Context: an optimization exercise on an open-source flow, tuned for small area. The choices shown serve that exercise and are no tape-out recipe.
In this exercise RTL edits were held to simulation tests only and were not proved equivalent to the original.
Power figures rest on the tool's default switching activity, not on a simulated workload.

// saes_core
module saes_core (
    input  wire        clk,
    input  wire        rst,      
    input  wire        req,
    input  wire        we,
    input  wire [3:0]  addr,
    input  wire [15:0] wdata,
    output reg         ack,
    output wire [15:0] rdata
);
export LEC_CHECK = 0
export ABC_AREA = 1
export CAP_MARGIN = 20
export CORE_MARGIN = 2
export CORE_UTILIZATION = 40
export CTS_BUF_LIST = sky130_fd_sc_hd__clkbuf_8
export CTS_CLUSTER_DIAMETER = 100
export CTS_CLUSTER_SIZE = 20
export GPL_TIMING_DRIVEN = 0
export SLEW_MARGIN = 20
create_clock -name core_clock -period 20.0 [get_ports {clk}]
standard.sh (not shown) runs the stock make flow with config.mk's settings and CLKGATE_MAP_FILE= SYNTH_SCRIPT=/design/flow/synth_recipe.tcl, a recipe that flattens the netlist after the stock synthesis.
==> flow/flow/run.sh <==
#!/bin/bash
# Own layout flow: the standard flow, except that
#  - synthesis maps the logic with an area-oriented ABC script
#    (flow/abc_area.script), as the best of several seeds (flow/abc_multi.tcl),
#    and without Yosys's adder extraction;
#  - the port buffers are the smallest buffer;
#  - clock tree synthesis inserts no dummy loads.
# The registers, their names and cell types are those of the standard synthesis.
set -euo pipefail
WORK=$(pwd)

# ORFS scripts with our ABC step in place of the single ABC call
rm -rf "$WORK/scripts_area"
cp -r "$FLOW_HOME/scripts" "$WORK/scripts_area"
python3 - "$WORK/scripts_area/synth.tcl" "$WORK/flow/abc_multi.tcl" <<'PY'
import sys
path, multi = sys.argv[1], sys.argv[2]
s = open(path).read()
old = "  log_cmd abc {*}$abc_args\n"
assert s.count(old) == 1
s = s.replace(old, "  source %s\n" % multi)
open(path, "w").write(s)
PY
export FLOW_ABC_TEMPLATE="$WORK/flow/abc_area.script"

bash standard.sh synth SCRIPTS_DIR="$WORK/scripts_area" ADDER_MAP_FILE= \
    > "$WORK/synth.log" 2>&1
CTS="-sink_clustering_enable -repair_clock_nets -sink_clustering_size 30 -sink_clustering_levels 1"
CTS="$CTS -sink_clustering_max_diameter 200 -buf_list sky130_fd_sc_hd__clkbuf_8 -dont_use_dummy_load"
bash standard.sh finish "BUFFER_PORTS_ARGS=-buffer_cell sky130_fd_sc_hd__buf_1" "CTS_ARGS=$CTS" \
    > "$WORK/layout.log" 2>&1
test -f "$WORK/out/final.def"
==> flow/flow/abc_multi.tcl <==
# Sourced by synthesis in place of its single ABC call: map the logic several
# times with flow/abc_area.script, each time with another deepsyn seed
# (@SEED@), and keep the mapping with the smallest area.
set abc_tries 1
design -save abc_pre
set best_area ""
set best_i -1
for {set i 0} {$i < $abc_tries} {incr i} {
  design -load abc_pre
  set in [open $::env(FLOW_ABC_TEMPLATE) r]
  set txt [read $in]
  close $in
  set sc $::env(OBJECTS_DIR)/abc_try_$i.script
  set out [open $sc w]
  puts -nonewline $out [string map [list @SEED@ $i] $txt]
  close $out
  set try_args $abc_args
  lset try_args [expr {[lsearch -exact $try_args -script] + 1}] $sc
  log_cmd abc {*}$try_args
  set rpt $::env(OBJECTS_DIR)/abc_try_$i.stat
  tee -q -o $rpt stat {*}$lib_args
  set fh [open $rpt r]
  set st [read $fh]
  close $fh
  regexp {Chip area for module '[^']*': ([0-9.]+)} $st -> area
  puts "ABC try $i: area $area"
  if { $best_area eq "" || $area < $best_area } {
    set best_area $area
    set best_i $i
    design -save abc_best
  }
}
design -load abc_best
puts "ABC best try $best_i: area $best_area"
Other scripts of this flow, unchanged in this note and not shown: flow/flow/abc_area.script
The baseline went through all stages and came out clean.
Then changed:
--- a/flow/flow/run.sh
+++ b/flow/flow/run.sh
@@ -27,4 +27,3 @@
     > "$WORK/synth.log" 2>&1
-CTS="-sink_clustering_enable -repair_clock_nets -sink_clustering_size 30 -sink_clustering_levels 1"
-CTS="$CTS -sink_clustering_max_diameter 200 -buf_list sky130_fd_sc_hd__clkbuf_8 -dont_use_dummy_load"
+CTS="-repair_clock_nets -buf_list sky130_fd_sc_hd__clkbuf_8 -dont_use_dummy_load"
 bash standard.sh finish "BUFFER_PORTS_ARGS=-buffer_cell sky130_fd_sc_hd__buf_1" "CTS_ARGS=$CTS" \
What happened: The changed run passed the timing, DRC and antenna checks; critical path depth does not change; cell area does not change; routed wire length stays the same; first-iteration DRC count is unchanged; power does not change; setup slack is unchanged; area after synthesis is unchanged; core utilization stays the same; clock skew is unchanged; die area does not change.

Setup of the baseline:
saes_core, a different RTL version from the one above (not shown whole).
Size: about 860 cells after synthesis, roughly 190 flip-flops, roughly 41 I/O pins, ~7100 µm² of cells after synthesis.
clock: 20.0 ns
lec_check: 0
abc_area: 1
cap_margin: 20
core_margin: 2
core_utilization: 40
cts_buf_list: sky130_fd_sc_hd__clkbuf_8
cts_cluster_diameter: 100
cts_cluster_size: 20
slew_margin: 20
==> flow/flow/run.sh <==
#!/bin/bash
# Own layout flow: the standard flow, except that synthesis maps the logic
# with an area-oriented ABC script (flow/abc_area.script) and without Yosys's
# adder extraction, and the port buffers are the smallest buffer. The
# registers, their names and cell types are those of the standard synthesis.
set -euo pipefail
WORK=$(pwd)

# ORFS scripts with our ABC script in place of abc_area.script
rm -rf "$WORK/scripts_area"
cp -r "$FLOW_HOME/scripts" "$WORK/scripts_area"
cp "$WORK/flow/abc_area.script" "$WORK/scripts_area/abc_area.script"

bash standard.sh synth SCRIPTS_DIR="$WORK/scripts_area" ADDER_MAP_FILE= \
    > "$WORK/synth.log" 2>&1
CTS="-sink_clustering_enable -repair_clock_nets -sink_clustering_size 45"
CTS="$CTS -sink_clustering_max_diameter 200 -buf_list sky130_fd_sc_hd__clkbuf_8 -dont_use_dummy_load"
bash standard.sh finish "BUFFER_PORTS_ARGS=-buffer_cell sky130_fd_sc_hd__buf_1" "CTS_ARGS=$CTS" \
    > "$WORK/layout.log" 2>&1
test -f "$WORK/out/final.def"
==> flow/flow/abc_area.script <==
strash
&get -n
&deepsyn -T 60
&put
dch
map -a
topo
For the candidate, these inputs were changed with respect to the baseline:
-- flow/flow/run.sh --
<<< the baseline, line 15
    > "$WORK/synth.log" 2>&1
CTS="-sink_clustering_enable -repair_clock_nets -sink_clustering_size 45"
CTS="$CTS -sink_clustering_max_diameter 200 -buf_list sky130_fd_sc_hd__clkbuf_8 -dont_use_dummy_load"
bash standard.sh finish "BUFFER_PORTS_ARGS=-buffer_cell sky130_fd_sc_hd__buf_1" "CTS_ARGS=$CTS" \
    > "$WORK/layout.log" 2>&1
>>> the candidate, line 15
    > "$WORK/synth.log" 2>&1
bash standard.sh finish "BUFFER_PORTS_ARGS=-buffer_cell sky130_fd_sc_hd__buf_1" \
    > "$WORK/layout.log" 2>&1
Findings:
Re cell count: the candidate and the baseline aren't equal, and the higher value belongs to the candidate.
Length of routed wiring on met1, the candidate and the baseline: larger value in the baseline
| routed wire length on met3 | the candidate vs the baseline | 170 µm higher |

## afterwards: timing with drivers on the ports
The results above use ideal ports. As a check the final layouts listed here were re-extracted and re-timed, cells and wires unchanged. Step 1 (the two cells are an assumption about what drives the block):
set clk [get_ports {clk}]
set_driving_cell -lib_cell sky130_fd_sc_hd__clkbuf_16 $clk
set_driving_cell -lib_cell sky130_fd_sc_hd__buf_2 [delete_from_list [all_inputs] $clk]
Step 2 also shifts input and output timing later by t, the mid clock arrival at the registers, as if the neighbouring blocks saw the same clock. Three values: ideal, step 1, step 2; two values: the first two.
run | t, ns | setup slack, ns | clock arrival spread, ns | pins driven straight from the clock port
the first run of note 1 | 0.474 | 12.310 / 12.327 / 11.853 | 0.038 / 0.039 | 1
the second run of note 1 | 0.474 | 12.310 / 12.327 / 11.853 | 0.038 / 0.039 | 1
the baseline | 0.476 | 12.138 / 12.159 / 11.683 | 0.031 / 0.031 | 1
the candidate | 0.492 | 12.213 / 12.234 / 11.741 | 0.017 / 0.017 | 1
After both steps every run listed still meets setup and hold. For the candidate, which loses most, drivers alone change the setup slack by +0.021 ns; drivers and shift together by -0.472 ns.
